Source: an optimization exercise on an open RTL-to-GDS flow (aim: small area). Production flows keep margins and buffers that such runs may drop. Where RTL was checked, it was by simulation tests only, not by an equivalence proof against the original. Power and IR drop assume default switching activity.

==> flow/design.v (excerpt) <==
module tsb_sensor (
    input  wire        clk,
    input  wire        rst,           
    input  wire        cmd_we,
    input  wire [31:0] cmd,
    input  wire [31:0] arg,
    output wire        busy,
    output wire        done,
    output wire [7:0]  status,
    output reg  [31:0] val,
    input  wire        sns_in,
    output wire        sns_pull_low
);
Settings: LEC_CHECK=0, CAP_MARGIN=20, CORE_MARGIN=2, CORE_UTILIZATION=60, SLEW_MARGIN=20; clock period 10.0 ns.
standard.sh (not shown) runs the stock make flow with config.mk's settings and CLKGATE_MAP_FILE= SYNTH_SCRIPT=/design/flow/synth_recipe.tcl, a recipe that flattens the netlist after the stock synthesis.
==> flow/flow/run.sh <==
#!/bin/bash
# Layout: the standard flow (standard.sh) with these changes:
#  - synthesis: flow/my_synth.tcl, the standard synthesis script with an
#    area-oriented abc script (flow/abc.script) and only full adders
#    extracted; the registers are made exactly as in the standard synthesis;
#  - the port buffers use the smallest buffer cell (buf_1);
#  - clock tree: clkbuf_4 buffers under a clkbuf_8 root, without dummy loads.
# Each tool's full output stays in orfs/logs/; make's output is in standard.log.
set -euo pipefail
here=$(pwd)
bash standard.sh "SYNTH_SCRIPT=$here/flow/my_synth.tcl" \
  "BUFFER_PORTS_ARGS=-buffer_cell sky130_fd_sc_hd__buf_1" \
  "CTS_ARGS=-sink_clustering_enable -buf_list sky130_fd_sc_hd__clkbuf_4 -root_buf sky130_fd_sc_hd__clkbuf_8 -dont_use_dummy_load" \
  finish > standard.log 2>&1
==> flow/flow/abc.script <==
strash
&get -n
&fraig -x
&put
scorr
dc2
strash
&get -n
&deepsyn -T 20
&put
dch -f
amap
==> flow/flow/my_synth.tcl <==
# The standard synthesis script (synth_recipe.tcl) with three changes that
# touch only the combinational logic; the registers come out exactly as in the
# standard synthesis:
#  - abc maps the logic with abc.script (beside this file), an area-oriented
#    script, instead of ORFS's delay-oriented one;
#  - the adder step extracts only full adders (fa cells), no half adders, so
#    abc maps the counters' increment logic;
#  - the buffers on pass-through and constant outputs are buf_1, not buf_4.
proc synth {args} { yosys synth -nofsm -noshare {*}$args }
set my_abc_script [file join [file dirname [file normalize [info script]]] abc.script]
proc abc {args} {
  set i [lsearch -exact $args -script]
  if { $i >= 0 } { set args [lreplace $args [expr {$i + 1}] [expr {$i + 1}] $::my_abc_script] }
  yosys abc {*}$args
}
proc extract_fa {args} { yosys extract_fa -fa }
set ::env(MIN_BUF_CELL_AND_PORTS) "sky130_fd_sc_hd__buf_1 A X"
source $::env(SCRIPTS_DIR)/synth.tcl
# left out here: clear keep_hierarchy, flatten, clean up, hide names made inside functions, write 1_2_yosys.v
Edit:
--- a/flow/flow/run.sh
+++ b/flow/flow/run.sh
@@ -7 +7 @@
-#  - clock tree: clkbuf_4 buffers under a clkbuf_8 root, without dummy loads.
+#  - clock tree: clkbuf_8 buffers, without dummy loads.
@@ -13 +13 @@
-  "CTS_ARGS=-sink_clustering_enable -buf_list sky130_fd_sc_hd__clkbuf_4 -root_buf sky130_fd_sc_hd__clkbuf_8 -dont_use_dummy_load" \
+  "CTS_ARGS=-sink_clustering_enable -repair_clock_nets -buf_list sky130_fd_sc_hd__clkbuf_8 -dont_use_dummy_load" \
Settings changed: CORE_UTILIZATION 60 to 40.
The new run ran to the end with no violations.
Clock skew goes up by 0.015 ns.
Final area rose slightly.
Worst setup slack gains 0.21 ns.
Global-route usage goes down by 8.3 points.
Die area climbs by well over a third.

---

tsb_sensor, a different RTL version from the one above (not shown whole).
Size in the first run: about 0.0060 mm² of cells after synthesis.
clock: 10.0 ns
lec_check: 0
cap_margin: 20
core_margin: 2
core_utilization: 40
slew_margin: 20
run.sh (not shown) runs the stock make flow with config.mk's settings and CLKGATE_MAP_FILE= SYNTH_SCRIPT=/design/flow/synth_recipe.tcl, a recipe that flattens the netlist after the stock synthesis.
Stock flow here: none of the scripts above is used.
The starting point ran to the end with no violations.
==> next run, changes <==
==> flow/flow/run.sh (new file) <==
#!/bin/bash
# Standard layout, with the port buffers made from the smallest buffer cell.
set -euo pipefail
bash standard.sh "BUFFER_PORTS_ARGS=-buffer_cell sky130_fd_sc_hd__buf_1" finish > standard.log 2>&1
==> flow/standard.sh (new file) <==
#!/bin/bash
# synth_recipe.tcl (not shown) runs the flow's synth.tcl, then flattens the netlist and writes it again
# the make line also repeats each setting of config.mk as NAME=value (left out here)
make -C /OpenROAD-flow-scripts/flow DESIGN_CONFIG=/design/flow/config.mk WORK_HOME=/design/flow/orfs CLKGATE_MAP_FILE= SYNTH_SCRIPT=/design/flow/synth_recipe.tcl "${@:-finish}"
--- a/flow/config.mk
+++ b/flow/config.mk
@@ -9,3 +9,4 @@
 export CORE_MARGIN = 2
 export CORE_UTILIZATION = 40
+export CTS_BUF_LIST = sky130_fd_sc_hd__clkbuf_8
 export SLEW_MARGIN = 20
removed: flow/run.sh
After rerunning: The new run completed with no timing, DRC or antenna violations. Combinational power falls by 6.9%. Cell area falls by 10%. Worst hold slack stays flat. Via count falls by 1.1%.

---

The RTL this note starts from:
==> flow/design.v <==
module tsb_sensor (
    input  wire        clk,
    input  wire        rst,           
    input  wire        cmd_we,
    input  wire [31:0] cmd,
    input  wire [31:0] arg,
    output wire        busy,
    output reg         done,
    output wire [7:0]  status,
    output reg  [31:0] val,
    input  wire        sns_in,
    output wire        sns_pull_low
);
    localparam [3:0] PH_IDLE       = 4'd0;
    localparam [3:0] PH_TMR_WAIT   = 4'd1;
    localparam [3:0] PH_IDLE_CHECK = 4'd2;
    localparam [3:0] PH_REQ_START  = 4'd3;
    localparam [3:0] PH_REQ_HOLD   = 4'd4;
    localparam [3:0] PH_POST_WAIT  = 4'd5;
    localparam [3:0] PH_ACK_LOW    = 4'd6;
    localparam [3:0] PH_ACK_HIGH   = 4'd7;
    localparam [3:0] PH_BIT_LOW    = 4'd8;
    localparam [3:0] PH_BIT_HIGH   = 4'd9;
    localparam [3:0] PH_DECODE     = 4'd10;
    reg  [3:0]  phase;
    reg  [31:0] cnt;             
    reg  [13:0] win;             
    reg  [7:0]  fb4;             
    reg  [2:0]  st;              
    reg         sns_meta, sns_sync;
    assign busy         = (phase != PH_IDLE);
    assign sns_pull_low = (phase == PH_REQ_HOLD);
    assign status       = {4'd0, st[2], 1'b0, st[1:0]};
    wire s = sns_sync;
    always @(posedge clk) begin
        sns_meta <= sns_in;
        sns_sync <= sns_meta;
    end
    wire cmd_hi0   = (cmd[23:0] == 24'd0);
    wire is_elap   = cmd_hi0 & (cmd[31:24] == 8'h01);
    wire is_rwait  = cmd_hi0 & (cmd[31:24] == 8'h02);
    wire is_sns    = cmd_hi0 & (cmd[31:24] == 8'h10);
    wire start     = (phase == PH_IDLE) & cmd_we;
    wire hold_end  = cnt[16] & cnt[15] & cnt[10] & cnt[9] & cnt[7] & cnt[5];
    wire post_end  = cnt[8] & cnt[7] & cnt[4];
    wire cnt_eq = &(cnt | ~val);
    wire timeout   = win[13] & win[10] & win[9] & win[8] & win[4];    
    wire long_bit  = win[9] | (win[8] & win[7] & win[6] & win[5] & win[4] & (win[3] | win[2]));
    wire in_bit    = (phase == PH_BIT_HIGH) ? long_bit : hold_end;
    wire shift     = (phase == PH_REQ_HOLD) | ((phase == PH_BIT_HIGH) & ~s);
    reg  [7:0] csum;
    wire       mism = (csum != fb4);
    always @(posedge clk) begin
        if (shift)
            csum <= {csum[6:0], 1'b0} + fb4[7] + val[7] + val[15] + val[23];
    end
    always @(posedge clk) begin
        if ((start & is_rwait) | ((phase == PH_IDLE_CHECK) & s) |
            ((phase == PH_REQ_HOLD) & hold_end))
            cnt <= 32'd0;
        else
            cnt <= cnt + 32'd1;
    end
    always @(posedge clk) begin
        if ((phase == PH_IDLE_CHECK) | (phase == PH_ACK_HIGH) | (phase == PH_BIT_HIGH) |
            ((phase == PH_ACK_LOW) & ~s))
            win <= win + {13'd0, ~((phase == PH_BIT_HIGH) & win[9])};
        else
            win <= 14'd0;
    end
    always @(posedge clk) begin
        if (start) begin
            val <= cmd[24] ? cnt : arg;    
        end else if (shift) begin
            {val, fb4} <= {val[30:0], fb4, in_bit};
        end else if ((phase == PH_DECODE) & mism) begin
            val <= {16'd0, csum, fb4};
        end
    end
    always @(posedge clk) begin
        if (rst) begin
            phase <= PH_IDLE;
            done  <= 1'b0;
            st    <= 3'd0;
        end else begin
            done <= 1'b0;
            case (phase)
            PH_IDLE: begin
                if (cmd_we) begin
                    if (is_elap) begin
                        st   <= 3'd0;
                        done <= 1'b1;
                    end else if (is_rwait) begin
                        phase <= PH_TMR_WAIT;
                    end else if (is_sns) begin
                        phase <= PH_IDLE_CHECK;
                    end else begin
                        st   <= 3'b100;
                        done <= 1'b1;
                    end
                end
            end
            PH_TMR_WAIT: begin
                if (cnt_eq) begin
                    st    <= 3'd0;
                    done  <= 1'b1;
                    phase <= PH_IDLE;
                end
            end
            PH_IDLE_CHECK: begin
                if (s) begin
                    phase <= PH_REQ_START;
                end else if (timeout) begin
                    st    <= 3'd1;
                    done  <= 1'b1;
                    phase <= PH_IDLE;
                end
            end
            PH_REQ_START: phase <= PH_REQ_HOLD;
            PH_REQ_HOLD:  if (hold_end) phase <= PH_POST_WAIT;
            PH_POST_WAIT: if (post_end) phase <= PH_ACK_LOW;
            PH_ACK_LOW, PH_ACK_HIGH: begin
                if (timeout) begin
                    st    <= 3'd2;
                    done  <= 1'b1;
                    phase <= PH_IDLE;
                end else if (s == (phase == PH_ACK_LOW)) begin
                    phase <= (phase == PH_ACK_LOW) ? PH_ACK_HIGH : PH_BIT_LOW;
                end
            end
            PH_BIT_LOW: if (s) phase <= PH_BIT_HIGH;
            PH_BIT_HIGH: begin
                if (!s) phase <= val[31] ? PH_DECODE : PH_BIT_LOW;
            end
            PH_DECODE: begin
                st    <= mism ? 3'd3 : 3'd0;
                done  <= 1'b1;
                phase <= PH_IDLE;
            end
            default: phase <= PH_IDLE;
            endcase
        end
    end
endmodule
==> flow/config.mk <==
export PLATFORM = sky130hd
export DESIGN_NAME = tsb_sensor
export DESIGN_NICKNAME = tsb_sensor
export VERILOG_FILES = /design/flow/design.v
export SDC_FILE = /design/flow/constraint.sdc
export NUM_CORES = 4
export LEC_CHECK = 0
export CAP_MARGIN = 20
export CORE_MARGIN = 2
export CORE_UTILIZATION = 40
export SLEW_MARGIN = 20
==> flow/constraint.sdc <==
create_clock -name core_clock -period 10.0 [get_ports {clk}]
set_input_delay 2.0000 -clock core_clock [delete_from_list [all_inputs] [get_ports {clk}]]
set_output_delay 2.0000 -clock core_clock [all_outputs]
set_load 0.01 [all_outputs]
standard.sh (not shown) runs the stock make flow with config.mk's settings and CLKGATE_MAP_FILE= SYNTH_SCRIPT=/design/flow/synth_recipe.tcl, a recipe that flattens the netlist after the stock synthesis.
==> flow/flow/run.sh <==
#!/bin/bash
# Layout: the standard flow (standard.sh) with these changes:
#  - synthesis: the standard synthesis script, but the combinational logic is
#    mapped by flow/abc.script (area-oriented) and the separate adder-cell step
#    is skipped; the registers are made exactly as in the standard synthesis;
#  - the port buffers use the smallest buffer cell (buf_1);
#  - clock tree: clkbuf_4 buffers under a clkbuf_8 root, without dummy loads.
# Each tool's full output stays in orfs/logs/; make's output is in standard.log.
set -euo pipefail
here=$(pwd)
export FLOW_NO_ADDER_STEP=1
bash standard.sh "SYNTH_SCRIPT=$here/flow/my_synth.tcl" \
  "BUFFER_PORTS_ARGS=-buffer_cell sky130_fd_sc_hd__buf_1" \
  "CTS_ARGS=-sink_clustering_enable -repair_clock_nets -buf_list sky130_fd_sc_hd__clkbuf_8 -sink_buffer_max_cap_derate 1.0 -dont_use_dummy_load" \
  finish > standard.log 2>&1
==> flow/flow/my_synth.tcl <==
proc synth {args} { yosys synth -nofsm -noshare {*}$args }
# The standard synthesis, with the combinational mapping done by abc.script beside this file.
set my_abc_script [file join [file dirname [file normalize [info script]]] abc.script]
proc abc {args} {
  set i [lsearch -exact $args -script]
  if { $i >= 0 } { set args [lreplace $args [expr {$i + 1}] [expr {$i + 1}] $::my_abc_script] }
  yosys abc {*}$args
}
if {[info exists ::env(FLOW_NO_ADDER_STEP)]} { unset ::env(ADDER_MAP_FILE) }
source $::env(SCRIPTS_DIR)/synth.tcl
# left out here: clear keep_hierarchy, flatten, clean up, hide names made inside functions, write 1_2_yosys.v
Scripts as last shown in full above: flow/flow/abc.script
The starting point passed the timing, DRC and antenna checks.
Next try:
--- a/flow/flow/run.sh
+++ b/flow/flow/run.sh
@@ -12,4 +12,4 @@
 bash standard.sh "SYNTH_SCRIPT=$here/flow/my_synth.tcl" \
   "BUFFER_PORTS_ARGS=-buffer_cell sky130_fd_sc_hd__buf_1" \
-  "CTS_ARGS=-sink_clustering_enable -repair_clock_nets -buf_list sky130_fd_sc_hd__clkbuf_8 -sink_buffer_max_cap_derate 1.0 -dont_use_dummy_load" \
+  "CTS_ARGS=-sink_clustering_enable -repair_clock_nets -buf_list sky130_fd_sc_hd__clkbuf_16 -sink_buffer_max_cap_derate 1.0 -dont_use_dummy_load" \
   finish > standard.log 2>&1
After rerunning: Clock-buffer cell count stays the same; sequential power is about the same; setup slack is worse by 15 ps; die area stays the same; power goes up by a few percent; core utilization goes up by 0.88 points; first-iteration DRC count goes down by roughly a tenth.
No functional check of the RTL was part of any run of this note.

-- static timing again, ports no longer ideal --
In the flow no input, the clock included, has a driving cell. The finished layouts below were timed again as built, in two steps.
Step 1 (the two cells are an assumption about what drives the block):
set clk [get_ports {clk}]
set_driving_cell -lib_cell sky130_fd_sc_hd__clkbuf_16 $clk
set_driving_cell -lib_cell sky130_fd_sc_hd__buf_2 [delete_from_list [all_inputs] $clk]
Step 2, shift: input delay + t, output delay - t, t = (earliest + latest rising clock arrival at the registers) / 2. This alone moves slack from input paths to output paths.
Three values: no drivers, after step 1, after step 2; two values: the first two.
run	t (ns)	setup slack, ns	pins driven straight from the clock port
the first run of note 1	0.377	4.876 / 4.876 / 4.876	1
the second run of note 1	0.385	5.083 / 5.083 / 5.083	1
the first run of note 2	0.394	4.897 / 4.897 / 4.897	1
the second run of note 2	0.420	5.462 / 5.462 / 5.462	1
the first run of note 3	0.393	4.941 / 4.941 / 4.941	1
the second run of note 3	0.379	4.926 / 4.926 / 4.926	1
After both steps every run listed still meets setup and hold.
